Background: an optimization exercise with open tools, aiming at small area, a short achievable clock period and few clock cycles. Do not read the settings as production practice. The RTL was checked by simulation tests, not by an equivalence proof against the original design. Power is estimated from default activity; no workload was simulated.

$ cat flow/design.v
module mcb_core #(
    parameter EDGE_DEPTH = 32,              
    parameter AW         = 5                
) (
    input  wire        clk,
    input  wire        rst,
    input  wire        cmd_valid,
    output wire        cmd_ready,
    input  wire [63:0] cmd_data,
    output wire        evt_valid,
    input  wire        evt_ready,
    output wire [63:0] evt_data,
    output wire        irq
);
    localparam [1:0] LV_LOW = 2'd0, LV_MID = 2'd1, LV_HIGH = 2'd2;
    localparam [1:0] CH_EMPTY = 2'd0, CH_OPEN = 2'd1, CH_CLOSED = 2'd2, CH_FAILED = 2'd3;
    localparam [2:0] AS_IDLE = 3'd0, AS_LEN = 3'd1, AS_DATA = 3'd2, AS_SUM = 3'd3, AS_END = 3'd4;
    localparam [3:0] OP_NOP = 4'h0, OP_SAMPLE = 4'h1, OP_CLOSE = 4'h2, OP_QUERY = 4'h3,
                     OP_DECODE = 4'h4, OP_ASM_BYTE = 4'h5, OP_ASM_CLEAR = 4'h6,
                     OP_EDGE_RD = 4'h7, OP_CSR_RD = 4'h8, OP_CSR_WR = 4'h9, OP_CLEAR = 4'hA;
    localparam [7:0] E_ILLEGAL_OP = 8'h01, E_RSVD_NONZERO = 8'h02, E_BAD_LEVEL = 8'h03,
                     E_CH_NOT_OPEN = 8'h04, E_OUT_OF_ORDER = 8'h05, E_EMPTY_CHANNEL = 8'h06,
                     E_EDGE_OVERFLOW = 8'h07, E_NOT_READY = 8'h08, E_NOT_CONFIGURED = 8'h09,
                     E_BAD_CSR = 8'h0A, E_CSR_READ_ONLY = 8'h0B, E_BAD_CSR_VALUE = 8'h0C,
                     E_INDEX_RANGE = 8'h0D, E_ASM_TIME_ORDER = 8'h0E;
    localparam [1:0] ST_IDLE = 2'd0, ST_DEC = 2'd2;
    localparam [1:0] EM_NONE = 2'd0, EM_HDR = 2'd1, EM_DATA = 2'd2, EM_END = 2'd3;
    reg  [2:0]  ctrl;
    reg  [31:0] bit_ticks;
    reg  [3:0]  data_bits;
    reg  [1:0]  stop_short;
    reg  [1:0]  stop_long;
    reg  [15:0] resync_bp;
    reg  [7:0]  end_marker;
    reg  [7:0]  mk_marker [0:7];
    reg  [3:0]  mk_type   [0:7];
    reg  [7:0]  mk_valid;
    reg  [8:0]  isr;
    reg  [8:0]  ier;
    reg  [11:0] last_err;
    reg  [31:0] bytes_scanned, frames_found, frames_dropped, resync_discards;
    reg  [31:0] bytes_decoded, ambig_count, bit0_count;
    reg  [1:0]  ch_state [0:1];
    reg  [AW:0] ch_count [0:1];
    reg  [47:0] ch_last_t [0:1];
    reg  [1:0]  ch_last_l [0:1];
    reg         ch_prev_rec [0:1];
    reg  [49:0] emem0 [0:EDGE_DEPTH-1];
    reg  [49:0] emem1 [0:EDGE_DEPTH-1];
    reg  [2:0]  as_state;
    reg         as_have_prev;
    reg  [47:0] as_prev_t;
    reg         as_prev_dir;
    reg  [7:0]  f_marker;
    reg  [3:0]  f_type;
    reg  [7:0]  f_len;
    reg  [7:0]  f_ptr;           
    reg  [7:0]  f_sum;
    reg  [7:0]  f_acc;           
    reg  [8*255-1:0] f_data;     
    reg  [47:0] tol;             
    reg  [35:0] cs_short;        
    reg  [35:0] cs_long;         
    reg  [33:0] bt3;             
    reg  [34:0] bt5;             
    reg         mul_busy;
    reg  [1:0]  mul_ph;
    reg  [3:0]  mul_i;
    reg  [1:0]  st;
    reg  [1:0]  em;              
    reg  [63:0] w;               
    reg         w_v;
    reg         evt_valid_q;
    reg  [63:0] evt_data_q;
    reg         sk_v;            
    reg  [63:0] sk_d;
    reg  [7:0]  qc;
    reg         d_bit;           
    reg  [AW:0] q;               
    reg  [AW:0] qa;              
    reg  [47:0] nx_t;            
    reg  [1:0]  nx_l;
    reg  [47:0] n1_t;            
    reg  [1:0]  n1_l;
    reg  [47:0] n2_t;            
    reg  [1:0]  n2_l;
    reg         prev_hi;         
    reg         d_hold;          
    reg  [1:0]  d_quirk;         
    reg  [48:0] d_cursor;
    reg  [47:0] d_s;
    reg  [49:0] du1;             
    reg  [49:0] du2;             
    reg  [49:0] d_u0;            
    reg         c1_pend;         
    reg  [3:0]  d_bi;
    reg  [7:0]  d_val;
    reg  [1:0]  d_lp0;
    reg  [1:0]  d_ls;
    reg  [1:0]  cur0;            
    reg  [AW:0] p1n;             
    reg  [1:0]  cur1;
    reg  [47:0] c1e_t;           
    reg  [1:0]  c1e_l;
    reg         c1e_ok;          
    reg  [1:0]  d_adv;           
    reg  [7:0]  a_v;
    reg         a_ddir;          
    reg         a_pend;          
    reg         a_big;           
    function [49:0] add50;
        input [49:0] a;
        input [49:0] b;
        input        cin;
        reg   [49:0] p, gg, pp, c;
        integer      k, n, j;
        begin
            p  = a ^ b;
            gg = a & b;
            pp = p;
            for (k = 0; k < 6; k = k + 1)
                for (n = 0; n < 50; n = n + 1)
                    if ((n >> k) & 1) begin
                        j     = ((n >> k) << k) - 1;
                        gg[n] = gg[n] | (pp[n] & gg[j]);
                        pp[n] = pp[n] & pp[j];
                    end
            c[0] = cin;
            for (n = 1; n < 50; n = n + 1)
                c[n] = gg[n-1] | (pp[n-1] & cin);
            add50 = p ^ c;
        end
    endfunction
    function le50;
        input [49:0] a;
        input [49:0] b;
        reg   [49:0] gg, pp;
        integer      k, n, j;
        begin
            gg = b & ~a;
            pp = b | ~a;
            for (k = 0; k < 6; k = k + 1)
                for (n = 0; n < 50; n = n + 1)
                    if ((n >> k) & 1) begin
                        j     = ((n >> k) << k) - 1;
                        gg[n] = gg[n] | (pp[n] & gg[j]);
                        pp[n] = pp[n] & pp[j];
                    end
            le50 = gg[49] | pp[49];
        end
    endfunction
    function [31:0] inc32;
        input [31:0] x;
        reg   [31:0] pp, c;
        integer      k, n, j;
        begin
            pp = x;
            for (k = 0; k < 5; k = k + 1)
                for (n = 0; n < 32; n = n + 1)
                    if ((n >> k) & 1) begin
                        j     = ((n >> k) << k) - 1;
                        pp[n] = pp[n] & pp[j];
                    end
            c[0] = 1'b1;
            for (n = 1; n < 32; n = n + 1)
                c[n] = pp[n-1];
            inc32 = x ^ c;
        end
    endfunction
    wire [3:0]  op    = w[63:60];
    wire        w_ch  = w[59];
    wire [1:0]  w_lvl = w[58:57];
    wire [7:0]  w_val = w[55:48];
    wire [47:0] w_t   = w[47:0];
    wire [7:0]  w_csr = w[39:32];
    wire [31:0] w_dat = w[31:0];
    wire needs_mul = (op == OP_DECODE) || (op == OP_ASM_BYTE);
    wire exec      = w_v && (st == ST_IDLE) && (em == EM_NONE) && !a_pend && !sk_v &&
                     !(needs_mul && mul_busy);
    assign cmd_ready = !rst && (!w_v || exec);
    assign evt_valid = evt_valid_q && !rst;
    assign evt_data  = evt_data_q;
    assign irq       = |(isr & ier);
    wire cmd_fire = cmd_valid && cmd_ready;
    wire ev_room  = !sk_v;
    reg        ev_push;
    reg [63:0] ev_data;
    reg [63:0] rsv;
    always @(*) begin
        case (op)
            OP_NOP, OP_DECODE, OP_ASM_CLEAR, OP_CLEAR: rsv = 64'h0FFF_FFFF_FFFF_FFFF;
            OP_CLOSE:    rsv = 64'h07FF_FFFF_FFFF_FFFF;
            OP_SAMPLE:   rsv = 64'h01FF_0000_0000_0000;
            OP_QUERY:    rsv = 64'h07FF_0000_0000_0000;
            OP_ASM_BYTE: rsv = 64'h0700_0000_0000_0000;
            OP_EDGE_RD:  rsv = 64'h07FF_FFFF_0000_0000;
            OP_CSR_RD:   rsv = 64'h0FFF_FF00_FFFF_FFFF;
            OP_CSR_WR:   rsv = 64'h0FFF_FF00_0000_0000;
            default:     rsv = 64'h0;
        endcase
    end
    wire [1:0]  c_state    = ch_state[w_ch];
    wire [AW:0] c_count    = ch_count[w_ch];
    wire [47:0] c_last_t   = ch_last_t[w_ch];
    wire [1:0]  c_last_l   = ch_last_l[w_ch];
    wire        c_prev_rec = ch_prev_rec[w_ch];
    wire [AW:0]   q1     = q + 1'b1;
    wire [AW:0]   q2     = q + 2'd2;
    wire [AW:0]   qa1    = qa + 1'b1;
    wire [AW:0]   qa2    = qa + 2'd2;
    wire [7:0]  q_ok;
    genvar gk;
    generate
        for (gk = 0; gk < 8; gk = gk + 1) begin : g_qok
            assign q_ok[gk] = qc[gk] && (c_count > 4 * gk + 3);
        end
    endgenerate
    wire [3:0]  q_r = q_ok[7] ? 4'd8 : q_ok[6] ? 4'd7 : q_ok[5] ? 4'd6 : q_ok[4] ? 4'd5 :
                      q_ok[3] ? 4'd4 : q_ok[2] ? 4'd3 : q_ok[1] ? 4'd2 : q_ok[0] ? 4'd1 : 4'd0;
    function [11:0] rows;
        input [AW-1:0] a;
        begin
            rows[2:0]  = a[4:2] + (a[1:0] > 2'd0);
            rows[5:3]  = a[4:2] + (a[1:0] > 2'd1);
            rows[8:6]  = a[4:2] + (a[1:0] > 2'd2);
            rows[11:9] = a[4:2];
        end
    endfunction
    reg  [11:0] w_rows;          
    reg         w_isq;           
    reg  [11:0] qa_rows;         
    reg  [11:0] p1_rows;         
    reg [1:0]  rot0, rot1;
    reg [11:0] rw0, rw1;
    always @(*) begin
        case (st)
            ST_DEC:  begin rot0 = qa[1:0]; rw0 = qa_rows; end
            default: begin
                rot0 = w_isq ? 2'd0 : w_dat[1:0];
                rw0  = w_isq ? {4{q_r[2:0]}} : w_rows;
            end
        endcase
        case (st)
            ST_DEC:  begin rot1 = p1n[1:0]; rw1 = p1_rows; end
            default: begin
                rot1 = w_isq ? 2'd0 : w_dat[1:0];
                rw1  = w_isq ? {4{q_r[2:0]}} : w_rows;
            end
        endcase
    end
    wire [2:0]  r0_0 = rw0[2:0];
    wire [2:0]  r0_1 = rw0[5:3];
    wire [2:0]  r0_2 = rw0[8:6];
    wire [2:0]  r0_3 = rw0[11:9];
    wire [2:0]  r1_0 = rw1[2:0];
    wire [2:0]  r1_1 = rw1[5:3];
    wire [2:0]  r1_2 = rw1[8:6];
    wire [2:0]  r1_3 = rw1[11:9];
    wire [49:0] b0_0 = emem0[{r0_0, 2'd0}];
    wire [49:0] b0_1 = emem0[{r0_1, 2'd1}];
    wire [49:0] b0_2 = emem0[{r0_2, 2'd2}];
    wire [49:0] b0_3 = emem0[{r0_3, 2'd3}];
    wire [49:0] b1_0 = emem1[{r1_0, 2'd0}];
    wire [49:0] b1_1 = emem1[{r1_1, 2'd1}];
    wire [49:0] b1_2 = emem1[{r1_2, 2'd2}];
    wire [49:0] b1_3 = emem1[{r1_3, 2'd3}];
    reg  [49:0] rd0, rd0b, rd1;
    always @(*) begin
        case (rot0)
            2'd0: begin rd0 = b0_0; rd0b = b0_1; end
            2'd1: begin rd0 = b0_1; rd0b = b0_2; end
            2'd2: begin rd0 = b0_2; rd0b = b0_3; end
            default: begin rd0 = b0_3; rd0b = b0_0; end
        endcase
        case (rot1)
            2'd0: rd1 = b1_0;
            2'd1: rd1 = b1_1;
            2'd2: rd1 = b1_2;
            default: rd1 = b1_3;
        endcase
    end
    wire csr_mapped = (w_csr <= 8'h04) || (w_csr >= 8'h08 && w_csr <= 8'h1D);
    wire csr_ro     = (w_csr == 8'h00) || (w_csr == 8'h10) || (w_csr >= 8'h13 && w_csr <= 8'h1D);
    wire csr_legal  = !((w_csr == 8'h02) && (w_dat == 32'd0)) &&
                      !((w_csr == 8'h03) && ((w_dat[3:0] == 4'd0) || (w_dat[3:0] > 4'd8)));
    reg [31:0] csr_rdata;
    always @(*) begin
        csr_rdata = 32'd0;
        case (w_csr)
            8'h00: csr_rdata = 32'h4D43_0001;
            8'h01: csr_rdata = {29'd0, ctrl};
            8'h02: csr_rdata = bit_ticks;
            8'h03: csr_rdata = {resync_bp, 8'd0, stop_long, stop_short, data_bits};
            8'h04: csr_rdata = {24'd0, end_marker};
            8'h08, 8'h09, 8'h0A, 8'h0B, 8'h0C, 8'h0D, 8'h0E, 8'h0F:
                   csr_rdata = {mk_valid[w_csr[2:0]], 19'd0, mk_type[w_csr[2:0]], mk_marker[w_csr[2:0]]};
            8'h10: csr_rdata = {24'd0, as_have_prev, as_state, ch_state[1], ch_state[0]};
            8'h11: csr_rdata = {23'd0, isr};
            8'h12: csr_rdata = {23'd0, ier};
            8'h13: csr_rdata = {20'd0, last_err};
            8'h14: csr_rdata = {{(31-AW){1'b0}}, ch_count[0]};
            8'h15: csr_rdata = {{(31-AW){1'b0}}, ch_count[1]};
            8'h16: csr_rdata = bytes_scanned;
            8'h17: csr_rdata = frames_found;
            8'h18: csr_rdata = frames_dropped;
            8'h19: csr_rdata = resync_discards;
            8'h1A: csr_rdata = bytes_decoded;
            8'h1B: csr_rdata = ambig_count;
            8'h1C: csr_rdata = bit0_count;
            8'h1D: csr_rdata = EDGE_DEPTH;
            default: csr_rdata = 32'd0;
        endcase
    end
    wire          smp_trans = (w_lvl != c_last_l);
    wire [AW+1:0] smp_need  = c_prev_rec ? 2'd1 : 2'd2;
    reg [7:0] err_code;
    reg       err_fatal;
    always @(*) begin
        err_code  = 8'h00;
        err_fatal = 1'b0;
        if (op >= 4'hB)
            err_code = E_ILLEGAL_OP;
        else if ((w & rsv) != 64'd0)
            err_code = E_RSVD_NONZERO;
        else begin
            case (op)
                OP_SAMPLE: begin
                    if (w_lvl == 2'b11)
                        err_code = E_BAD_LEVEL;
                    else if (c_state == CH_CLOSED || c_state == CH_FAILED)
                        err_code = E_CH_NOT_OPEN;
                    else if (c_state == CH_OPEN && le50({2'b00, w_t}, {2'b00, c_last_t})) begin
                        err_code = E_OUT_OF_ORDER; err_fatal = 1'b1;
                    end else if (c_state == CH_OPEN && smp_trans &&
                                 ({1'b0, c_count} + smp_need > EDGE_DEPTH)) begin
                        err_code = E_EDGE_OVERFLOW; err_fatal = 1'b1;
                    end
                end
                OP_CLOSE: begin
                    if (c_state == CH_CLOSED || c_state == CH_FAILED)
                        err_code = E_CH_NOT_OPEN;
                    else if (c_state == CH_EMPTY) begin
                        err_code = E_EMPTY_CHANNEL; err_fatal = 1'b1;
                    end else if (!c_prev_rec && (c_count + 1'b1 > EDGE_DEPTH)) begin
                        err_code = E_EDGE_OVERFLOW; err_fatal = 1'b1;
                    end
                end
                OP_QUERY: begin
                    if (c_state != CH_CLOSED) err_code = E_NOT_READY;
                end
                OP_EDGE_RD: begin
                    if (c_state != CH_CLOSED)       err_code = E_NOT_READY;
                    else if ((|w_dat[31:AW+1]) || (w_dat[AW:0] >= c_count)) err_code = E_INDEX_RANGE;
                end
                OP_DECODE: begin
                    if (ch_state[0] != CH_CLOSED || ch_state[1] != CH_CLOSED)
                        err_code = E_NOT_READY;
                    else if (bit_ticks == 32'd0)
                        err_code = E_NOT_CONFIGURED;
                end
                OP_ASM_BYTE: begin
                    if (bit_ticks == 32'd0)
                        err_code = E_NOT_CONFIGURED;
                    else if (as_have_prev && !le50({2'b00, as_prev_t}, {2'b00, w_t}))
                        err_code = E_ASM_TIME_ORDER;
                end
                OP_CSR_RD: begin
                    if (!csr_mapped) err_code = E_BAD_CSR;
                end
                OP_CSR_WR: begin
                    if (!csr_mapped)      err_code = E_BAD_CSR;
                    else if (csr_ro)      err_code = E_CSR_READ_ONLY;
                    else if (!csr_legal)  err_code = E_BAD_CSR_VALUE;
                end
                default: ;
            endcase
        end
    end
    wire ok = (err_code == 8'h00);
    wire            smp_ok  = exec && ok && (op == OP_SAMPLE);
    wire [AW-1:0]   smp_idx = (c_state == CH_EMPTY) ? {AW{1'b0}} : c_count[AW-1:0];
    wire            smp_two = (c_state != CH_EMPTY) && smp_trans && !c_prev_rec;
    wire            mem_we  = smp_ok && ((c_state == CH_EMPTY) || smp_trans || !c_count[AW]);
    wire [AW-1:0]   mem_idx = smp_idx + smp_two;
    reg             wb_v;
    reg             wb_ch;
    reg  [AW-1:0]   wb_idx;
    wire [49:0]     wb_d    = {ch_last_l[wb_ch], ch_last_t[wb_ch]};
    wire [49:0] qe0 = w_ch ? b1_0 : b0_0;
    wire [49:0] qe1 = w_ch ? b1_1 : b0_1;
    wire [49:0] qe2 = w_ch ? b1_2 : b0_2;
    wire [4:0]  q_b = {q_r[2:0], 2'b00};
    wire        qh0 = ({1'b0, q_b}        < c_count) && le50({2'b00, qe0[47:0]}, {2'b00, w_t});
    wire        qh1 = ({1'b0, q_b} + 6'd1 < c_count) && le50({2'b00, qe1[47:0]}, {2'b00, w_t});
    wire        qh2 = ({1'b0, q_b} + 6'd2 < c_count) && le50({2'b00, qe2[47:0]}, {2'b00, w_t});
    reg  [1:0]  q_lp;
    always @(*) begin
        case (q_r)
            4'd0:    q_lp = LV_HIGH;
            4'd1:    q_lp = w_ch ? emem1[3][49:48]  : emem0[3][49:48];
            4'd2:    q_lp = w_ch ? emem1[7][49:48]  : emem0[7][49:48];
            4'd3:    q_lp = w_ch ? emem1[11][49:48] : emem0[11][49:48];
            4'd4:    q_lp = w_ch ? emem1[15][49:48] : emem0[15][49:48];
            4'd5:    q_lp = w_ch ? emem1[19][49:48] : emem0[19][49:48];
            4'd6:    q_lp = w_ch ? emem1[23][49:48] : emem0[23][49:48];
            4'd7:    q_lp = w_ch ? emem1[27][49:48] : emem0[27][49:48];
            default: q_lp = w_ch ? emem1[31][49:48] : emem0[31][49:48];
        endcase
    end
    wire [1:0]  q_lvl = q_r[3] ? q_lp : qh2 ? qe2[49:48] : qh1 ? qe1[49:48] : qh0 ? qe0[49:48] : q_lp;
    wire [7:0]  qc_nxt;
    wire        qc_fwd = le50({2'b00, wb_d[47:0]}, {2'b00, cmd_data[47:0]});
    generate
        for (gk = 0; gk < 8; gk = gk + 1) begin : g_qc
            wire [47:0] et = cmd_data[59] ? emem1[4 * gk + 3][47:0] : emem0[4 * gk + 3][47:0];
            wire        fw = wb_v && (wb_ch == cmd_data[59]) && (wb_idx == 4 * gk + 3);
            assign qc_nxt[gk] = fw ? qc_fwd : le50({2'b00, et}, {2'b00, cmd_data[47:0]});
        end
    endgenerate
    wire [48:0] uh1  = du1[49:1];
    wire [48:0] uh2  = du2[49:1];           
    wire        v0   = (q  < ch_count[0]);
    wire        v1   = (q1 < ch_count[0]);
    wire        v2   = (q2 < ch_count[0]);
    wire        b01  = v0 && le50({2'b00, nx_t}, {1'b0, uh1});
    wire        b11  = v1 && le50({2'b00, n1_t}, {1'b0, uh1});
    wire        b21  = v2 && le50({2'b00, n2_t}, {1'b0, uh1});
    wire        b02  = v0 && le50({2'b00, nx_t}, {1'b0, uh2});
    wire        b12  = v1 && le50({2'b00, n1_t}, {1'b0, uh2});
    wire        b22  = v2 && le50({2'b00, n2_t}, {1'b0, uh2});
    wire [1:0]  lv1  = !b01 ? cur0 : !b11 ? nx_l : n1_l;
    wire [1:0]  lv2  = !b02 ? cur0 : !b12 ? nx_l : n1_l;
    wire [1:0]  n1   = !b01 ? 2'd0 : !b11 ? 2'd1 : 2'd2;
    wire [1:0]  n2   = !b02 ? 2'd0 : !b12 ? 2'd1 : 2'd2;
    wire [3:0]  bi1      = d_bi + 4'd1;
    wire        one_left = (bi1 == data_bits);           
    wire        two_last = (bi1 + 4'd1 == data_bits);    
    wire        out_free = !a_pend && (em == EM_NONE) && ev_room;
    wire        fin_ok   = out_free && !c1_pend;
    wire        r_two    = d_bit && !one_left && !b21 && !b22 && (!two_last || fin_ok);
    wire        r_one    = d_bit && !b21 && (one_left ? fin_ok : !r_two);
    wire        r_fin    = (r_two && two_last) || (r_one && one_left);
    wire [1:0]  adv      = one_left ? (b21 ? 2'd2 : n1) : (b22 ? 2'd2 : n2);
    wire [2:0]  adv_sum  = {1'b0, d_adv} + {1'b0, adv};
    wire [1:0]  adv_nxt  = (adv_sum >= 3'd2) ? 2'd2 : adv_sum[1:0];
    wire [1:0]  lv_fin   = r_two ? lv2 : lv1;
    wire [1:0] lp0_f   = (d_bi == 4'd0) ? lv1 : d_lp0;
    wire [1:0] ls_f    = cur1;
    wire       dir_b_f = (ls_f == LV_MID);
    reg  [7:0] val_f;
    always @(*) begin
        val_f = d_val;
        val_f[d_bi[2:0]] = (lv1 == LV_HIGH);
        if (r_two) val_f[bi1[2:0]] = (lv2 == LV_HIGH);
    end
    wire [3:0]  cb_short = 4'd1 + data_bits + {2'b00, stop_short};
    wire [3:0]  cb_long  = 4'd1 + data_bits + {2'b00, stop_long};
    wire [47:0] mul_acc  = (mul_ph == 2'd0) ? tol : (mul_ph == 2'd1) ? {12'd0, cs_short} : {12'd0, cs_long};
    wire        mul_bit  = (mul_ph == 2'd0) ? resync_bp[mul_i] :
                           (mul_ph == 2'd1) ? cb_short[mul_i[1:0]] : cb_long[mul_i[1:0]];
    wire [49:0] mul_sum  = add50({1'b0, mul_acc, 1'b0}, mul_bit ? {18'd0, bit_ticks} : 50'd0, 1'b0);
    wire [49:0] cursor_x = add50({2'b00, d_s}, {14'd0, (dir_b_f ? cs_long : cs_short)}, 1'b0);
    wire [48:0] cursor_f = cursor_x[48:0];
    wire        a1 = c1_pend && c1e_ok && (p1n < ch_count[1]) && le50({2'b00, c1e_t}, {1'b0, d_u0[49:1]});
    wire [49:0] du_a = add50(du2, bt2, 1'b0);
    wire [49:0] du_b = add50(du2, bt4, 1'b0);
    wire        w_go     = !d_bit && !d_hold && v0;
    wire        ge0      = le50({1'b0, d_cursor}, {2'b00, nx_t});
    wire        ge1      = le50({1'b0, d_cursor}, {2'b00, n1_t});
    wire        w_st0    = (d_quirk == 2'd0) && prev_hi && (nx_l != LV_HIGH) && ge0;
    wire        w_st1    = (d_quirk != 2'd2) && v1 && (nx_l == LV_HIGH) && (n1_l != LV_HIGH) && ge1;
    wire        w_done   = !d_bit && !d_hold && !v0;
    wire        f0       = (adv == 2'd0) && v0 && (lv_fin == LV_HIGH) && (nx_l != LV_HIGH) && ge0;
    wire        f1       = (adv == 2'd0) && v1 && (nx_l == LV_HIGH) && (n1_l != LV_HIGH) && ge1;
    wire        f2       = (adv == 2'd1) && v1 && (lv_fin == LV_HIGH) && (n1_l != LV_HIGH) && ge1;
    wire        fold     = r_fin && adv_nxt[1] && (f0 || f1 || f2);
    wire        fold_j1  = !f0;
    wire [1:0]  sh_bit   = fold ? (fold_j1 ? 2'd2 : 2'd1) : adv;
    wire [47:0] w_s      = d_bit ? (fold_j1 ? n1_t : nx_t) : (w_st0 ? nx_t : n1_t);
    wire [49:0] bt3_x    = add50({17'd0, w_dat, 1'b0}, {18'd0, w_dat}, 1'b0);
    wire [49:0] bt5_x    = add50({16'd0, w_dat, 2'b00}, {18'd0, w_dat}, 1'b0);
    wire [49:0] u_first  = add50({1'b0, w_s, 1'b0}, {16'd0, bt3}, 1'b0);
    wire [49:0] u_second = add50({1'b0, w_s, 1'b0}, {15'd0, bt5}, 1'b0);
    wire [49:0] bt2      = {17'd0, bit_ticks, 1'b0};
    wire [49:0] bt4      = {16'd0, bit_ticks, 2'b0};
    wire [47:0] big_t     = (st == ST_DEC) ? d_s : w_t;
    wire [49:0] big_gx    = add50({2'b00, big_t}, {2'b11, ~as_prev_t}, 1'b1);
    wire [47:0] big_gap   = big_gx[47:0];
    wire        big_now   = !le50({2'b00, big_gap}, {2'b00, tol});
    wire        as_resync = as_have_prev && (a_big || a_ddir);
    wire [2:0]  as_cur    = as_resync ? AS_IDLE : as_state;
    reg         mk_hit;
    reg  [3:0]  mk_hit_type;
    integer     m;
    always @(*) begin
        mk_hit = 1'b0;
        mk_hit_type = 4'd0;
        for (m = 7; m >= 0; m = m - 1) begin
            if (mk_valid[m] && mk_marker[m] == a_v) begin
                mk_hit = 1'b1;
                mk_hit_type = mk_type[m];
            end
        end
    end
    wire        frame_ok = (a_v == end_marker) && (f_acc == 8'd0);
    wire        as_emit  = (as_cur == AS_END) && frame_ok && ctrl[1];
    wire [31:0] f_back   = {23'd0, {1'b0, f_len} + 9'd3};
    wire [49:0] f_startx = add50({18'd0, bytes_scanned}, {18'd0, ~f_back}, 1'b1);
    wire [31:0] f_start  = f_startx[31:0];
    reg  [254:0] f_sel;
    integer      fj;
    always @(*) begin
        for (fj = 0; fj < 255; fj = fj + 1)
            f_sel[fj] = (f_ptr == fj);
    end
    reg  [7:0]   fd;
    always @(*) begin
        fd = 8'd0;
        for (fj = 0; fj < 255; fj = fj + 1)
            fd = fd | (f_data[8*fj +: 8] & {8{f_sel[fj]}});
    end
    wire         f_we = a_pend && (as_cur == AS_DATA);
    always @(*) begin
        ev_push = 1'b0;
        ev_data = 64'd0;
        if (em != EM_NONE) begin
            if (ev_room) begin
                ev_push = 1'b1;
                case (em)
                    EM_HDR:  ev_data = {4'h5, f_type, f_marker, f_len, f_sum, f_start};
                    EM_DATA: ev_data = {4'h6, 44'd0, f_ptr, fd};
                    default: ev_data = {4'h7, 20'd0, a_v, bytes_scanned};
                endcase
            end
        end else if (a_pend && as_emit) begin
            ev_push = ev_room;
            ev_data = {4'h5, f_type, f_marker, f_len, f_sum, f_start};
        end else begin
            case (st)
                ST_IDLE: if (exec) begin
                    if (!ok) begin
                        ev_push = ctrl[2];
                        ev_data = {4'hE, op, err_code, w_t};
                    end else if (op == OP_EDGE_RD) begin
                        ev_push = 1'b1;
                        ev_data = {4'h2, w_ch, 9'd0, (w_ch ? rd1[49:48] : rd0[49:48]),
                                   (w_ch ? rd1[47:0] : rd0[47:0])};
                    end else if (op == OP_CSR_RD) begin
                        ev_push = 1'b1;
                        ev_data = {4'h3, 20'd0, w_csr, csr_rdata};
                    end else if (op == OP_QUERY) begin
                        ev_push = 1'b1;
                        ev_data = {4'h1, w_ch, 9'd0, q_lvl, w_t};
                    end
                end
                ST_DEC: begin
                    if (r_fin) begin
                        ev_push = ctrl[0];
                        ev_data = {4'h4, dir_b_f, (ls_f == LV_HIGH), (lp0_f == LV_HIGH), 1'b0,
                                   val_f, d_s};
                    end else if (w_done && out_free) begin
                        ev_push = 1'b1;
                        ev_data = {4'h8, 28'd0, bytes_decoded};
                    end
                end
                default: ;
            endcase
        end
    end
    integer i;
    always @(posedge clk) begin
        if (rst) begin
            st           <= ST_IDLE;
            em           <= EM_NONE;
            a_pend       <= 1'b0;
            w_v          <= 1'b0;
            wb_v         <= 1'b0;
            evt_valid_q  <= 1'b0;
            sk_v         <= 1'b0;
            ctrl         <= 3'b111;
            bit_ticks    <= 32'd0;
            bt3          <= 34'd0;
            bt5          <= 35'd0;
            data_bits    <= 4'd8;
            stop_short   <= 2'd1;
            stop_long    <= 2'd2;
            resync_bp    <= 16'd100;
            end_marker   <= 8'h03;
            for (i = 0; i < 8; i = i + 1) begin
                mk_marker[i] <= 8'h00;
                mk_type[i]   <= 4'h0;
            end
            mk_marker[0] <= 8'h01;
            mk_marker[1] <= 8'h02;
            mk_type[1]   <= 4'h1;
            mk_valid     <= 8'b0000_0011;
            isr          <= 9'd0;
            ier          <= 9'd0;
            last_err     <= 12'd0;
            bytes_scanned   <= 32'd0;
            frames_found    <= 32'd0;
            frames_dropped  <= 32'd0;
            resync_discards <= 32'd0;
            bytes_decoded   <= 32'd0;
            ambig_count     <= 32'd0;
            bit0_count      <= 32'd0;
            ch_state[0]  <= CH_EMPTY;
            ch_state[1]  <= CH_EMPTY;
            ch_count[0]  <= 0;
            ch_count[1]  <= 0;
            as_state     <= AS_IDLE;
            as_have_prev <= 1'b0;
            tol          <= 48'd0;
            cs_short     <= 36'd0;
            cs_long      <= 36'd0;
            mul_busy     <= 1'b0;
        end else begin
            if (!evt_valid_q || evt_ready) begin
                evt_valid_q <= sk_v || ev_push;
                evt_data_q  <= sk_v ? sk_d : ev_data;
                sk_v        <= 1'b0;
            end else begin
                if (!sk_v) sk_d <= ev_data;
                if (ev_push) sk_v <= 1'b1;
            end
            if (cmd_fire) begin
                w   <= cmd_data;
                w_rows <= rows(cmd_data[AW-1:0]);
                w_isq  <= (cmd_data[63:60] == OP_QUERY);
                qc  <= qc_nxt;
                w_v <= 1'b1;
            end else if (exec) begin
                w_v <= 1'b0;
            end
            if (mul_busy) begin
                case (mul_ph)
                    2'd0: tol      <= mul_sum[47:0];
                    2'd1: cs_short <= mul_sum[35:0];
                    default: cs_long <= mul_sum[35:0];
                endcase
                if (mul_i == 4'd0) begin
                    mul_ph <= mul_ph + 1'b1;
                    mul_i  <= 4'd3;
                    if (mul_ph == 2'd2) mul_busy <= 1'b0;
                end else begin
                    mul_i <= mul_i - 1'b1;
                end
            end
            wb_v   <= mem_we;
            wb_ch  <= w_ch;
            wb_idx <= mem_idx;
            if (wb_v) begin
                if (wb_ch) emem1[wb_idx] <= {ch_last_l[1], ch_last_t[1]};
                else       emem0[wb_idx] <= {ch_last_l[0], ch_last_t[0]};
            end
            if (exec) begin
                if (!ok) begin
                    last_err <= {op, err_code};
                    isr[0]   <= 1'b1;
                    if (err_fatal) begin
                        ch_state[w_ch] <= CH_FAILED;
                        isr[1 + w_ch]  <= 1'b1;
                    end
                end else begin
                    case (op)
                        OP_SAMPLE: begin
                            if (c_state == CH_EMPTY) begin
                                ch_count[w_ch]    <= 1;
                                ch_prev_rec[w_ch] <= 1'b1;
                                ch_state[w_ch]    <= CH_OPEN;
                            end else if (!smp_trans) begin
                                ch_prev_rec[w_ch] <= 1'b0;
                            end else begin
                                ch_count[w_ch]    <= c_count + (c_prev_rec ? 2'd1 : 2'd2);
                                ch_prev_rec[w_ch] <= 1'b1;
                            end
                            ch_last_t[w_ch] <= w_t;
                            ch_last_l[w_ch] <= w_lvl;
                        end
                        OP_CLOSE: begin
                            if (!c_prev_rec) begin
                                ch_count[w_ch]    <= c_count + 1'b1;
                                ch_prev_rec[w_ch] <= 1'b1;
                            end
                            ch_state[w_ch] <= CH_CLOSED;
                        end
                        OP_DECODE: begin
                            as_state        <= AS_IDLE;
                            as_have_prev    <= 1'b0;
                            bytes_scanned   <= 32'd0;
                            frames_found    <= 32'd0;
                            frames_dropped  <= 32'd0;
                            resync_discards <= 32'd0;
                            bytes_decoded   <= 32'd0;
                            ambig_count     <= 32'd0;
                            bit0_count      <= 32'd0;
                            d_cursor        <= 49'd0;
                            d_bit           <= 1'b0;
                            d_hold          <= 1'b0;
                            d_quirk         <= 2'd0;
                            q               <= 1;
                            qa              <= 4;
                            qa_rows         <= rows(5'd4);
                            p1_rows         <= rows(5'd0);
                            nx_t            <= emem0[1][47:0];
                            nx_l            <= emem0[1][49:48];
                            n1_t            <= emem0[2][47:0];
                            n1_l            <= emem0[2][49:48];
                            n2_t            <= emem0[3][47:0];
                            n2_l            <= emem0[3][49:48];
                            prev_hi         <= (emem0[0][49:48] == LV_HIGH);
                            p1n             <= 0;
                            cur1            <= LV_HIGH;
                            c1_pend         <= 1'b0;
                            c1e_ok          <= 1'b0;
                            st              <= ST_DEC;
                        end
                        OP_ASM_BYTE: begin
                            as_prev_t   <= w_t;
                            as_prev_dir <= w_ch;
                            a_ddir <= (w_ch != as_prev_dir);
                            a_big  <= big_now;
                            a_v    <= w_val;
                            a_pend <= 1'b1;
                        end
                        OP_ASM_CLEAR: begin
                            as_state        <= AS_IDLE;
                            as_have_prev    <= 1'b0;
                            bytes_scanned   <= 32'd0;
                            frames_found    <= 32'd0;
                            frames_dropped  <= 32'd0;
                            resync_discards <= 32'd0;
                        end
                        OP_CSR_WR: begin
                            case (w_csr)
                                8'h01: ctrl <= w_dat[2:0];
                                8'h02: begin
                                    bit_ticks <= w_dat;
                                    bt3       <= bt3_x[33:0];
                                    bt5       <= bt5_x[34:0];
                                end
                                8'h03: begin
                                    data_bits  <= w_dat[3:0];
                                    stop_short <= w_dat[5:4];
                                    stop_long  <= w_dat[7:6];
                                    resync_bp  <= w_dat[31:16];
                                end
                                8'h04: end_marker <= w_dat[7:0];
                                8'h08, 8'h09, 8'h0A, 8'h0B, 8'h0C, 8'h0D, 8'h0E, 8'h0F: begin
                                    mk_marker[w_csr[2:0]] <= w_dat[7:0];
                                    mk_type[w_csr[2:0]]   <= w_dat[11:8];
                                    mk_valid[w_csr[2:0]]  <= w_dat[31];
                                end
                                8'h11: isr <= isr & ~w_dat[8:0];
                                8'h12: ier <= w_dat[8:0];
                                default: ;
                            endcase
                            if (w_csr == 8'h02 || w_csr == 8'h03) begin
                                mul_busy <= 1'b1;
                                mul_ph   <= 2'd0;
                                mul_i    <= 4'd15;
                                tol      <= 48'd0;
                                cs_short <= 36'd0;
                                cs_long  <= 36'd0;
                            end
                        end
                        OP_CLEAR: begin
                            ch_state[0]     <= CH_EMPTY;
                            ch_state[1]     <= CH_EMPTY;
                            ch_count[0]     <= 0;
                            ch_count[1]     <= 0;
                            as_state        <= AS_IDLE;
                            as_have_prev    <= 1'b0;
                            bytes_scanned   <= 32'd0;
                            frames_found    <= 32'd0;
                            frames_dropped  <= 32'd0;
                            resync_discards <= 32'd0;
                            bytes_decoded   <= 32'd0;
                            ambig_count     <= 32'd0;
                            bit0_count      <= 32'd0;
                            isr             <= 9'd0;
                            last_err        <= 12'd0;
                        end
                        default: ;   
                    endcase
                end
            end
            if (st == ST_DEC) begin
                c1e_t  <= rd1[47:0];
                c1e_l  <= rd1[49:48];
                c1e_ok <= !a1;
                if (a1) begin
                    p1n  <= p1n + 1'b1;
                    p1_rows <= rows(p1n[AW-1:0] + 1'b1);
                    cur1 <= c1e_l;
                end else begin
                    if (c1e_ok && c1_pend) begin
                        c1_pend  <= 1'b0;
                        d_cursor <= cursor_f;
                    end
                end
                if (d_bit) begin
                    case (sh_bit)
                        2'd1: begin
                            q    <= q1;
                            qa   <= qa1;
                            qa_rows <= rows(qa1[AW-1:0]);
                            nx_t <= n1_t;
                            nx_l <= n1_l;
                            n1_t <= n2_t;
                            n1_l <= n2_l;
                            n2_t <= rd0[47:0];
                            n2_l <= rd0[49:48];
                            cur0 <= nx_l;
                        end
                        2'd2: begin
                            q    <= q2;
                            qa   <= qa2;
                            qa_rows <= rows(qa2[AW-1:0]);
                            nx_t <= n2_t;
                            nx_l <= n2_l;
                            n1_t <= rd0[47:0];
                            n1_l <= rd0[49:48];
                            n2_t <= rd0b[47:0];
                            n2_l <= rd0b[49:48];
                            cur0 <= n1_l;
                        end
                        default: ;
                    endcase
                    d_adv <= adv_nxt;
                    if (r_one || r_two) begin
                        d_val <= val_f;
                        d_lp0 <= lp0_f;
                        d_ls  <= ls_f;
                    end
                    if (r_fin) begin
                        bytes_decoded <= inc32(bytes_decoded);
                        if (ls_f == LV_HIGH) begin
                            ambig_count <= inc32(ambig_count);
                            isr[3]      <= 1'b1;
                        end
                        if (lp0_f == LV_HIGH) begin
                            bit0_count <= inc32(bit0_count);
                            isr[4]     <= 1'b1;
                        end
                        as_prev_t   <= d_s;
                        as_prev_dir <= dir_b_f;
                        a_ddir <= (dir_b_f != as_prev_dir);
                        a_big  <= big_now;
                        a_v    <= val_f;
                        a_pend <= 1'b1;
                        prev_hi <= (lv_fin == LV_HIGH);
                        d_bit   <= 1'b0;
                        d_hold  <= !adv_nxt[1];
                        if (fold) begin
                            d_s     <= w_s;
                            d_bi    <= 4'd0;
                            d_val   <= 8'd0;
                            du1     <= u_first;
                            du2     <= u_second;
                            d_u0    <= u_first;
                            c1_pend <= 1'b1;
                            d_adv   <= 2'd0;
                            d_bit   <= 1'b1;
                            d_hold  <= 1'b0;
                        end
                    end else if (r_two) begin
                        d_bi <= d_bi + 4'd2;
                        du1  <= du_a;
                        du2  <= du_b;
                    end else if (r_one) begin
                        d_bi <= bi1;
                        du1  <= du2;
                        du2  <= du_a;
                    end
                end else if (d_hold) begin
                    d_hold  <= 1'b0;
                    d_quirk <= !as_emit ? 2'd0 : (d_adv == 2'd0) ? 2'd2 : 2'd1;
                end else if (v0) begin
                    d_quirk <= 2'd0;
                    if (w_st0) begin
                        q    <= q1;
                        qa   <= qa1;
                            qa_rows <= rows(qa1[AW-1:0]);
                        nx_t <= n1_t;
                        nx_l <= n1_l;
                        n1_t <= n2_t;
                        n1_l <= n2_l;
                        n2_t <= rd0[47:0];
                        n2_l <= rd0[49:48];
                        cur0 <= nx_l;
                    end else begin
                        q       <= q2;
                        qa      <= qa2;
                        qa_rows <= rows(qa2[AW-1:0]);
                        nx_t    <= n2_t;
                        nx_l    <= n2_l;
                        n1_t    <= rd0[47:0];
                        n1_l    <= rd0[49:48];
                        n2_t    <= rd0b[47:0];
                        n2_l    <= rd0b[49:48];
                        cur0    <= n1_l;
                        prev_hi <= (n1_l == LV_HIGH);
                    end
                    if (w_st0 || w_st1) begin
                        d_s     <= w_s;
                        d_bi    <= 4'd0;
                        d_val   <= 8'd0;
                        du1     <= u_first;
                        du2     <= u_second;
                        d_u0    <= u_first;
                        c1_pend <= 1'b1;
                        d_adv   <= 2'd0;
                        d_bit   <= 1'b1;
                    end
                end else if (out_free) begin
                    isr[8] <= 1'b1;
                    st     <= ST_IDLE;
                end
            end
            if (a_pend) begin
                a_pend <= 1'b0;
                if (as_resync && as_state != AS_IDLE) begin
                    resync_discards <= inc32(resync_discards);
                    isr[7]          <= 1'b1;
                end
                as_have_prev  <= 1'b1;
                bytes_scanned <= inc32(bytes_scanned);
                case (as_cur)
                    AS_IDLE: begin
                        as_state <= AS_IDLE;
                        if (mk_hit) begin
                            f_marker <= a_v;
                            f_type   <= mk_hit_type;
                            as_state <= AS_LEN;
                        end
                    end
                    AS_LEN: begin
                        f_len    <= a_v;
                        f_acc    <= a_v;
                        f_ptr    <= 8'd0;
                        as_state <= (a_v != 8'd0) ? AS_DATA : AS_SUM;
                    end
                    AS_DATA: begin
                        f_acc           <= f_acc + a_v;
                        f_ptr           <= f_ptr + 1'b1;
                        if (f_ptr + 1'b1 == f_len)
                            as_state <= AS_SUM;
                    end
                    AS_SUM: begin
                        f_sum    <= a_v;
                        f_acc    <= f_acc + a_v;
                        as_state <= AS_END;
                    end
                    default: begin   
                        as_state <= AS_IDLE;
                        if (frame_ok) begin
                            frames_found <= inc32(frames_found);
                            isr[5]       <= 1'b1;
                            if (ctrl[1]) begin
                                bytes_scanned <= bytes_scanned;
                                f_ptr         <= 8'd0;
                                em            <= !ev_room ? EM_HDR :
                                                 (f_len == 8'd0) ? EM_END : EM_DATA;
                            end
                        end else begin
                            frames_dropped <= inc32(frames_dropped);
                            isr[6]         <= 1'b1;
                        end
                    end
                endcase
            end
            for (fj = 0; fj < 255; fj = fj + 1)
                if (f_we && f_sel[fj]) f_data[8*fj +: 8] <= a_v;
            if (em != EM_NONE && ev_room) begin
                case (em)
                    EM_HDR:  em <= (f_len == 8'd0) ? EM_END : EM_DATA;
                    EM_DATA: begin
                        f_ptr <= f_ptr + 1'b1;
                        if (f_ptr + 1'b1 == f_len) em <= EM_END;
                    end
                    default: begin
                        bytes_scanned <= inc32(bytes_scanned);
                        em <= EM_NONE;
                    end
                endcase
            end
        end
    end
endmodule
$ cat flow/run.sh
#!/bin/bash
# synth_recipe.tcl (not shown) runs the flow's synth.tcl, then flattens the netlist and writes it again
# the make line also repeats each setting of config.mk as NAME=value (left out here)
make -C /OpenROAD-flow-scripts/flow DESIGN_CONFIG=/design/flow/config.mk WORK_HOME=/design/flow/orfs CLKGATE_MAP_FILE= SYNTH_SCRIPT=/design/flow/synth_recipe.tcl finish
$ cat flow/config.mk
export PLATFORM = sky130hd
export DESIGN_NAME = mcb_core
export DESIGN_NICKNAME = mcb_core
export VERILOG_FILES = /design/flow/design.v
export SDC_FILE = /design/flow/constraint.sdc
export NUM_CORES = 8
export LEC_CHECK = 0
export ABC_AREA = 1
export CAP_MARGIN = 30
export CORE_MARGIN = 2
export CORE_UTILIZATION = 45
export CTS_CLUSTER_DIAMETER = 60
export CTS_CLUSTER_SIZE = 30
export SETUP_SLACK_MARGIN = 5
export SLEW_MARGIN = 30
$ cat flow/constraint.sdc
create_clock -name core_clock -period 12.0 [get_ports {clk}]
set_input_delay 2.4000 -clock core_clock [delete_from_list [all_inputs] [get_ports {clk}]]
set_output_delay 2.4000 -clock core_clock [all_outputs]
set_load 0.01 [all_outputs]
==> results of run 1 <==
-- what timing repair did --
| item | CTS | global route |
|---|---|---|
| cloned | 13 | 28 |
| gates resized for setup | 590 | 551 |
| pin swaps | 113 | 153 |
| endpoints found under the setup margin | 1495 | 766 |
| setup buffers | 190 | 137 |
-- per-layer routing --
metal	vias up	track usage (%)	part of all wire, %
met3	4258	14.4	14
met2	20800	58.2	41
met5	-	0.647	0.087
met4	80	27.5	8.4
li1	119000	-	-
met1	139000	53.6	37
-- final timing paths --
kind | to | start
min | frames_found[19]$_SDFF_PP0_ | frames_found[19]$_SDFF_PP0_
min reg2reg | frames_found[19]$_SDFF_PP0_ | frames_found[19]$_SDFF_PP0_
max | du2[41]$_DFFE_PP_ | nx_t[1]$_DFFE_PN_
max reg2reg | du2[41]$_DFFE_PP_ | nx_t[1]$_DFFE_PN_
-- flip-flops by register name, summed over array words and instances, names as in the netlist, 33 cells and up, named ones only --
signal	cells
sk_d	64
f_data	2040
cs_short	36
mk_marker	64
du2	49
nx_t	48
emem0	1600
du1	49
w	62
as_prev_t	48
bt5	35
d_cursor	49
ch_last_t	96
emem1	1600
bt3	33
d_u0	49
n2_t	48
n1_t	48
c1e_t	48
tol	48
cs_long	36
d_s	48
evt_data_q	64
-- cell usage in the layout, fill, tap and decap left out, drive strengths merged, types with 120 or more instances in the layout --
cell           synthesis  final
nor2                2310   2312
o2111ai              162    162
xnor2                120    120
nand3               2258   2261
nor3                 482    482
a221oi               459    459
clkbuf              1168    649
a211oi               218    218
xor2                 260    260
o21a                 128    128
nand4                358    358
a22o                 204    204
nand2               6361   6362
o221ai               292    292
o22ai                502    502
o211ai               479    479
or2                  151    151
edfxtp              6291   6291
a22oi                160    160
dfxtp                537    537
buf                  584   1411
a31oi                183    183
inv                 2844   3035
ha                   477    477
a21oi               1969   1969
clkinv                57    242
diode                  0    126
o21ai               2744   2744
clkdlybuf4s50          0    128
-- synthesized netlist by cell type (162+ instances only) --
| library cell | n | share of area, % |
|---|---|---|
| o21ai_0 | 2577 | 3.9 |
| inv_1 | 2793 | 3.2 |
| edfxtp_1 | 6291 | 57 |
| xor2_1 | 260 | 0.69 |
| buf_2 | 389 | 0.59 |
| o2111ai_1 | 162 | 0.43 |
| o22ai_1 | 502 | 0.95 |
| a22o_1 | 204 | 0.54 |
| nand3_1 | 2248 | 3.4 |
| dfxtp_1 | 537 | 3.3 |
| nor3_1 | 477 | 0.72 |
| o221ai_1 | 292 | 0.78 |
| ha_1 | 477 | 1.8 |
| nor2_1 | 2281 | 2.6 |
| a31oi_1 | 181 | 0.34 |
| a21oi_1 | 1959 | 3.0 |
| nand4_1 | 358 | 0.68 |
| clkbuf_1 | 1164 | 1.3 |
| o211ai_1 | 476 | 1.1 |
| nand2_1 | 6338 | 7.2 |
| a211oi_1 | 218 | 0.50 |
| a221oi_1 | 459 | 1.2 |
-- cell families after synthesis --
kind of cell | Yosys count
multiplexers | 107
adder cells (fa/ha/maj) | 521
AO/OA/AOI/OAI | 8003
AND/OR/NAND/NOR | 12100
buffers and inverters | 4653
XOR/XNOR | 380
flip-flops | 6828
-- power by group through the flow --
| stage | Sequential [mW] | Clock, mW | Combinational (mW) |
|---|---|---|---|
| 2_1_floorplan | 26.6 | 0 | 3.05 |
| 3_3_place_gp | 26.6 | 0 | 6.11 |
| 3_5_place_dp | 26.6 | 0 | 6.16 |
| 4_1_cts | 26.1 | 20.8 | 6.39 |
| 5_1_grt | 26.1 | 21.6 | 7.15 |
| 6_report | 26.1 | 20.8 | 7.05 |
-- area by class of cell --
cell class / instances / area (sq um)
Fill cell: 65700 / 354000
Sequential cell: 6828 / 200000
Multi-Input combinational cell: 21100 / 118000
Clock buffer: 624 / 14900
Timing Repair Buffer: 1568 / 14800
Tap cell: 9638 / 12100
Inverter: 2901 / 11300
Clock inverter: 441 / 5560
Antenna cell: 126 / 315
Timing Repair inverter: 3 / 23.8
-- critical path: cells and delay by family, from the launching register on --
family	cells	cell delay [ns]
compound gates	11	2.24
fa+ha+maj	1	0.30
buf+inv	9	1.31
flops	1	0.52
simple gates	24	2.67
==> results_dict.tcl, run 1 <==
set metrics [dict create \
    path_max_fanout 21 \
    area_growth_pct 14.2 \
    synth_xor_area_share_pct 1.01 \
    slowest_delay_ns 0.56 \
    worst-setup-path-type "reg -> reg" \
    fin_crit_ns 7.41 \
    die-area_sq_um 740000 \
    holdBufCountCts 0 \
    hold_viol_final 0 \
    drc 0 \
    async_reset_ff_share_pct 0 \
    cts.sinks 6828 \
    synth_seq_area_share_pct 60.5 \
    route.vias.total 283000 \
    initial_core_util_pct 45.1 \
    maxCapViolCount 0 \
    p_per_area_nw_per_um2 143 \
    synthAdderAreaFrac_pct 2.07 \
    ioPinCount 135 \
    dp_hpwl_microns 1130000 \
    ir_worst_vdd_v 0.000195 \
    fmax_ghz 0.135 \
    antenna_found_initial 164 \
    p_seq_share_pct 48.4 \
    cts-root-buf "clkbuf_16" \
    holdWs_ns 0.433 \
    clk_latency_ns 1.21 \
    clock_skew_ns 0.113 \
    worst_pin_slew_ns 1.26 \
    p_int_mw 37.8 \
    min_period_over_period_pct 61.7 \
    gp_congestion 1.05 \
    grt.overflow.total 0 \
    syn_nets 33200 \
    fp.dieH_microns 860 \
    fin_util_pct 51.5 \
    grt_max_degree 159 \
    rows 314 \
    holdCritPathClass "reg -> reg" \
    grt_pass1_wl_microns 2130000 \
    synth_cells 32600 \
    synth-simple-area-share_pct 15.5 \
    synth-edff-count 6291 \
    rsz0062_at_grt "true" \
    track_usage_pct 41.3 \
    power.share.combinational_pct 13.1 \
    nets 33600 \
    stdcell_area_sq_um 377000 \
    critPathArrivalTime_ns 8.28 \
    finalSetupTns_ns 0 \
    path_clk_slew_ns 0.07 \
    maxSlewHeadroom_pct 15.9 \
    synth.distinct_cells 96 \
    swShare_pct 29.9 \
    synth-seq-cells 6828 \
    reg2reg_slack_ns 4.59 \
    crit_slowest_cell "a21oi_1" \
    synth-compound-area-share_pct 15.0 \
    first_global_vias 253000 \
    setup_violations 0 \
    synth_top_family_by_area "simple AND/OR/NAND/NOR gates" \
    r2r_cells 45 \
    required_ns 12.87 \
    p_switching_mw 16.1 \
    muxShareOfSynthArea_pct 0.327 \
    end_kind "flip-flop" \
    yosysWarnings 1 \
    htree_levels 6 \
    core_region_area_sq_um 731000 \
    clk_path_buf_depth 4 \
    final_cells 43300 \
    dp.cells 41700 \
    p_clk_share_pct 38.5 \
    wl_per_cell_microns 37.0 \
    drtIter0Drc 47000 \
    ys.flop_type "edfxtp_1" \
    place_area_sq_um 347000 \
    cp-start-kind "flip-flop" \
    slew_viol_final 0 \
    drt-vias-per-instance 6.55 \
    power_mw 53.9 \
    drive_gt1_share_pct 11.5 \
    cts_tree "built" \
    power_leakage_nw 135 \
    portBuffers 134 \
    post-place-ws_ns 2.29 \
    synth.avg_cell_area_sq_um 10.1 \
    die_w_microns 860 \
    ant_nets 0 \
    whs_path_depth 1 \
    numCtsBuffers 573 \
    outcome "no timing/DRC/antenna violations" \
    layout_setup_ws_ns 4.59 \
    netlist_area_sq_um 330000 \
    wl_microns 1600000 \
    drt_pass1_iterations 9 \
]
Testbench counts, summed over its fixed seeds: cycles 6,978.
==> run 2: changes to the inputs <==
--- a/flow/config.mk
+++ b/flow/config.mk
@@ -13,3 +13,4 @@
 export CTS_CLUSTER_SIZE = 30
 export SETUP_SLACK_MARGIN = 5
 export SLEW_MARGIN = 30
+export TNS_END_PERCENT = 10
==> results_dict.tcl, run 2 <==
set metrics [dict create \
    maxCapViolCount 0 \
    yosys.area.top_type_share_pct 57.3 \
    post-place-ws_ns 2.08 \
    clock_skew_ns 0.103 \
    area_growth_pct 13.4 \
    die_w_microns 860 \
    required_ns 13.01 \
    clk_path_buf_depth 4 \
    fp.dieH_microns 860 \
    worst-setup-path-type "reg -> reg" \
    slew_viol_final 0 \
    drt_pass1_iterations 13 \
    first_global_vias 253000 \
    crit_slowest_cell "a21oi_2" \
    portBuffers 134 \
    cp-start-kind "flip-flop" \
    netlist_area_sq_um 330000 \
    async_reset_ff_share_pct 0 \
    slowest_delay_ns 0.84 \
    path_buf_inv 8 \
    cts.sinks 6828 \
    synth-edff-count 6291 \
    initial_core_util_pct 45.1 \
    path_clk_slew_ns 0.08 \
    cts_tree "built" \
    rows 314 \
    nets 33500 \
    yosysTopAreaCell "edfxtp_1" \
    wl_microns 1560000 \
    ioPinCount 135 \
    grt_pass1_wl_microns 2110000 \
    final_common_cell "edfxtp_1" \
    grt_max_degree 164 \
    min_period_over_period_pct 66.2 \
    holdCritPathClass "reg -> reg" \
    drive_gt1_share_pct 10.7 \
    ys.flop_type "edfxtp_1" \
    core_region_area_sq_um 731000 \
    fillers 65700 \
    grt.overflow.total 0 \
    die-area_sq_um 740000 \
    ys_top_cells_by_count "nand2_1 (6338), edfxtp_1 (6291), inv_1 (2793)" \
    htree_levels 6 \
    yosysMostFrequentCell "nand2_1" \
    synth-seq-cells 6828 \
    synth_seq_area_share_pct 60.5 \
    antenna_found_initial 214 \
    wl_per_cell_microns 36.2 \
    clk_latency_ns 1.23 \
    layout_setup_ws_ns 4.06 \
    synth.avg_cell_area_sq_um 10.1 \
    gp_congestion 1.04 \
    finalSetupTns_ns 0 \
    path_max_fanout 78 \
    rsz0062_at_grt "true" \
    synth_cells 32600 \
    fin_util_pct 51.2 \
    hold_viol_final 0 \
    cts-root-buf "clkbuf_16" \
    p_per_area_nw_per_um2 144 \
    synthTopCellsByArea "edfxtp_1 (57%), nand2_1 (7.2%), o21ai_0 (3.9%)" \
    critPathMostFrequentCell "buf_4" \
    largest_reg_flops 2040 \
    outcome "no timing/DRC/antenna violations" \
    maxSlewHeadroom_pct 12.1 \
    drt-vias-per-instance 6.51 \
    power_leakage_nw 134 \
    regMostFlops "f_data" \
    critPathTopFamily "compound AO/OA/AOI/OAI gates" \
    drtIter0Drc 45500 \
    numCtsBuffers 575 \
    setup_violations 0 \
    power_mw 53.8 \
    final_cell_mix "edfxtp_1 (6291), nand2_1 (6238), inv_1 (2709)" \
    end_kind "flip-flop" \
    synth.distinct_cells 96 \
    syn_nets 33200 \
    fmax_ghz 0.126 \
    holdBufCountCts 0 \
    reg_top3 "f_data: 2040 flops, emem0: 1600 flops, emem1: 1600 flops" \
    ant_nets 0 \
    fin_crit_ns 7.94 \
    track_usage_pct 40.7 \
    drc 0 \
    dp_hpwl_microns 1110000 \
    worst_pin_slew_ns 1.31 \
    ir_worst_vdd_v 0.000159 \
    critPathArrivalTime_ns 8.95 \
    route.vias.total 281000 \
    yosysWarnings 1 \
    cp_cell_sequence "inv_1, nor2_4, buf_4, inv_2, buf_4, nand2_2, o21ai_1, a21oi_4, buf_4, buf_12, o21ai_0, o221ai_1, o21ai_0, buf_4, o21ai_0, inv_1, a21oi_2, o22ai_1, o22ai_1, o211ai_1, nand2_1" \
]
run 2: cell counts after synthesis:
No cell type changed its count.
run 2: what timing repair did:
item                                     CTS  global route
pin swaps                                107           114
setup buffers                            219            93
endpoints found under the setup margin  1449           972
hold endpoints to repair                   0             0
resized for setup                        531           238
cloned                                    17             0
run 2: where the power goes:
part | switching, mW | internal, mW | total [mW]
Sequential | 0.157 | 25.9 | 26.1
Combinational | 5.22 | 1.58 | 6.80
Clock | 10.5 | 10.4 | 20.9
Total | 15.9 | 37.9 | 53.8
run 2: final timing paths:
| path | start | cells past startpoint | slack [ns] | endpoint |
|---|---|---|---|---|
| hold reg to reg | frames_found[19]$_SDFF_PP0_ | 1 | 0.45 | frames_found[19]$_SDFF_PP0_ |
| hold / removal | frames_found[19]$_SDFF_PP0_ | 1 | 0.45 | frames_found[19]$_SDFF_PP0_ |
| setup / recovery | st[1]$_SDFF_PP0_ | 21 | 4.06 | evt_data_q[8]$_DFFE_PP_ |
| setup reg to reg | st[1]$_SDFF_PP0_ | 21 | 4.06 | evt_data_q[8]$_DFFE_PP_ |
run 2: layout make-up:
class	count	area, sq um	area share [%]
antenna	136	340	0.0910
inverter	2901	11100	2.97
tap	9638	12100	3.22
multi-input combinational	21100	117000	31.3
clock inverter	440	5550	1.48
clock buffer	628	14900	4.00
timing repair buffer	1473	13300	3.55
sequential	6828	200000	53.4
run 2: per-stage QoR:
step / instances / hold slack, ns / cell area [sq um]
final: 43200 / 0.449 / 374000
after global routing: 43100 / 0.473 / 374000
after CTS: 42900 / 0.447 / 372000
after detailed placement: 41600 / 0.432 / 347000
after global placement: 41600 / 0.415 / 345000
after floorplan: 32600 / 0.407 / 330000
run 2: routing by layer:
layer	wire length [microns]	share of wire, %	track usage [%]	vias up
li1	-	-	-	118000
met1	572000	37	52.6	139000
met2	640000	41	57.5	20000
met3	215000	14	13.7	4076
met4	134000	8.6	28.4	110
met5	722	0.046	0	-
run 2: logic make-up after synthesis:
kind of cell               share of synthesized area, %
AOI/OAI and AO/OA                                  15.0
xor gates and xnor gates                           1.01
adders and majority gates                          2.07
buffers and inverters                              5.55
DFF                                                60.5
muxes                                             0.327
and+or+nand+nor                                    15.5
run 2: worst reg2reg max path: cells and delay by family, from the launching register on:
kind / cells / cell delay (ns)
AO/OA/AOI/OAI: 10 / 4.24
flip-flops: 1 / 0.30
buffers and inverters: 8 / 2.26
AND/OR/NAND/NOR: 3 / 1.01
==> run 3: changes to the inputs <==
--- a/flow/config.mk
+++ b/flow/config.mk
@@ -13,4 +13,4 @@
 export CTS_CLUSTER_SIZE = 30
 export SETUP_SLACK_MARGIN = 5
 export SLEW_MARGIN = 30
-export TNS_END_PERCENT = 10
+export TNS_END_PERCENT = 0
==> results_dict.tcl, run 3 <==
set metrics [dict create \
    synth-seq-cells 6828 \
    critPathArrivalTime_ns 8.82 \
    core_region_area_sq_um 731000 \
    path_max_fanout 78 \
    final_cell_mix "edfxtp_1 (6291), nand2_1 (6261), inv_1 (2715)" \
    critPathMostFrequentCell "nand2_1" \
    min_period_over_period_pct 65.1 \
    end_kind "flip-flop" \
    yosysTopAreaCell "edfxtp_1" \
    route.vias.total 281000 \
    rows 314 \
    area_growth_pct 13.1 \
    cts.sinks 6828 \
    timing.rr.start "st[1]$_SDFF_PP0_" \
    ir_worst_vdd_v 0.000160 \
    clk_path_buf_depth 4 \
    ioPinCount 135 \
    final_common_cell "edfxtp_1" \
    clock_skew_ns 0.110 \
    slowest_delay_ns 0.82 \
    die_w_microns 860 \
    ys_top_cells_by_count "nand2_1 (6338), edfxtp_1 (6291), inv_1 (2793)" \
    ys.flop_type "edfxtp_1" \
    cp_cell_sequence "inv_1, nor2_4, buf_4, inv_2, buf_4, nand2_2, o21ai_1, a21oi_4, buf_4, buf_12, o21ai_0, o211ai_1, nand2_1, o21ai_1, inv_1, a21oi_2, o21ai_0, o22ai_1, a221oi_4, nand2_1, nand2_1, nand2_1" \
    dp_hpwl_microns 1110000 \
    gp_congestion 1.04 \
    rsz0062_at_grt "true" \
    maxSlewHeadroom_pct 13.3 \
    synth-edff-count 6291 \
    power_mw 53.7 \
    drive_gt1_share_pct 10.4 \
    dp.cells 41600 \
    cts_tree "built" \
    reg_top3 "f_data: 2040 flops, emem0: 1600 flops, emem1: 1600 flops" \
    crit_path_end "evt_data_q[19]$_DFFE_PP_" \
    path_clk_slew_ns 0.07 \
    netlist_area_sq_um 330000 \
    slew_viol_final 0 \
    r2r_cells 22 \
    setup_violations 0 \
    hold_viol_final 0 \
    async_reset_ff_share_pct 0 \
    ant_nets 0 \
    largest_reg_flops 2040 \
    wl_microns 1560000 \
    synth_cells 32600 \
    drtIter0Drc 45900 \
    wl_per_cell_microns 36.2 \
    fin_crit_ns 7.82 \
    die-area_sq_um 740000 \
    grt.overflow.total 0 \
    power_leakage_nw 134 \
    syn_nets 33200 \
    htree_levels 6 \
    holdCritPathClass "reg -> reg" \
    reg2reg_slack_ns 4.18 \
    grt_pass1_wl_microns 2100000 \
    yosys.area.top_type_share_pct 57.3 \
    fp.dieH_microns 860 \
    track_usage_pct 40.6 \
    fin_util_pct 51.1 \
    crit_slowest_cell "o21ai_1" \
    first_global_vias 252000 \
    outcome "no timing/DRC/antenna violations" \
    required_ns 13.00 \
    drc 0 \
    p_per_area_nw_per_um2 144 \
    cp-start-kind "flip-flop" \
    initial_core_util_pct 45.1 \
    finalSetupTns_ns 0 \
    drt_pass1_iterations 10 \
    regMostFlops "f_data" \
    numCtsBuffers 575 \
    worst-setup-path-type "reg -> reg" \
    antenna_found_initial 202 \
    grt_max_degree 166 \
    portBuffers 134 \
    final_cells 43100 \
    cts-root-buf "clkbuf_16" \
    worst_pin_slew_ns 1.28 \
    r2r_end "evt_data_q[19]$_DFFE_PP_" \
    synth.avg_cell_area_sq_um 10.1 \
    yosysMostFrequentCell "nand2_1" \
    nets 33500 \
    synth.distinct_cells 96 \
    yosysWarnings 1 \
    synthTopCellsByArea "edfxtp_1 (57%), nand2_1 (7.2%), o21ai_0 (3.9%)" \
    worstSetupStartpoint "st[1]$_SDFF_PP0_" \
    drt-vias-per-instance 6.51 \
    synth_seq_area_share_pct 60.5 \
    fmax_ghz 0.128 \
    maxCapViolCount 0 \
    clk_latency_ns 1.23 \
]
run 3: worst max-delay path, delay by kind of cell, from the launching register on:
| family | cells | cell delay (ns) |
|---|---|---|
| compound gates | 9 | 3.48 |
| buf+inv | 7 | 1.82 |
| flops | 1 | 0.30 |
| simple gates | 6 | 1.48 |
run 3: worst min-delay path by stage:
stage,startpoint,to,slack [ns],cells after the start
after floorplan,frames_found[19]$_SDFF_PP0_,frames_found[19]$_SDFF_PP0_,0.41,1
after global placement,frames_found[19]$_SDFF_PP0_,frames_found[19]$_SDFF_PP0_,0.42,1
after detailed placement,frames_found[31]$_SDFF_PP0_,frames_found[31]$_SDFF_PP0_,0.43,1
after CTS,frames_found[31]$_SDFF_PP0_,frames_found[31]$_SDFF_PP0_,0.45,1
after global routing,frames_found[31]$_SDFF_PP0_,frames_found[31]$_SDFF_PP0_,0.47,1
final,frames_found[19]$_SDFF_PP0_,frames_found[19]$_SDFF_PP0_,0.45,1
run 3: where the power goes:
part | total, mW | switching (mW) | internal [mW]
sequential | 26.1 | 0.158 | 25.9
clock | 20.9 | 10.5 | 10.4
combinational | 6.76 | 5.21 | 1.55
total | 53.7 | 15.9 | 37.8
run 3: cell families (layout without fill, tap and decap cells):
group	Yosys count	in the layout	share of synthesized area [%]
simple gates	12100	12100	15.5
xor+xnor	380	380	1.01
flops	6828	6828	60.5
buf+inv	4653	5404	5.55
compound gates	8003	8003	15.0
fa+ha+maj	521	521	2.07
mux	107	107	0.327
other cells	0	134	0
run 3: layout make-up:
class / instances / area [sq um]
Fill cell: 65800 / 358000
Sequential cell: 6828 / 200000
Multi-Input combinational cell: 21100 / 117000
Clock buffer: 628 / 14900
Timing Repair Buffer: 1435 / 12800
Tap cell: 9638 / 12100
Inverter: 2901 / 11100
Clock inverter: 440 / 5550
Antenna cell: 134 / 335
run 3: metrics by stage:
step           hold slack (ns)  worst slack, ns  instance area [sq um]
2_1_floorplan            0.407             3.99                 330000
3_3_place_gp             0.415            0.939                 345000
3_5_place_dp             0.432             2.08                 347000
4_1_cts                  0.447             4.46                 371000
5_1_grt                  0.473             4.36                 373000
6_report                 0.451             4.18                 373000
run 3: what timing repair did:
item | CTS | global route
pin swaps | 77 | 110
gates resized for setup | 378 | 251
cloned | 12 | 7
setup buffers | 164 | 103
endpoints found under the setup margin | 1449 | 1169
hold buffers | 0 | 0
run 3: metal layers:
layer,GRT usage [%],part of all wire (%)
met5,0,0.048
met4,27.8,8.4
met3,13.3,14
met2,57.5,41
met1,52.7,37

afterwards: timing with drivers on the ports:
The results above use ideal ports. As a check the final layouts listed here were re-extracted and re-timed, cells and wires unchanged.
Step 1 assumes that a clkbuf_16 drives the clock port and a buf_2 every other input.
Step 2 times the ports against the registers' clock, not the clock port: input delays grow and output delays shrink by t, the midpoint of the rising clock arrivals with the driver on.
a / b / c = ideal ports / drivers / drivers and shift; a / b = the first two.
run	t, ns	setup slack, ns	clock arrival spread, ns	worst data-port slew with drivers (ns)
run 1	1.309	4.591 / 4.591 / 3.491	0.114 / 0.114	0.44
run 2	1.325	4.057 / 4.057 / 3.151	0.113 / 0.113	0.51
run 3	1.318	4.183 / 4.183 / 3.071	0.118 / 0.118	0.58
After both steps setup and hold are still met in every run listed. The setup slack of run 3, which loses most, moves by 0.000 ns with the drivers and by -1.112 ns with both steps.
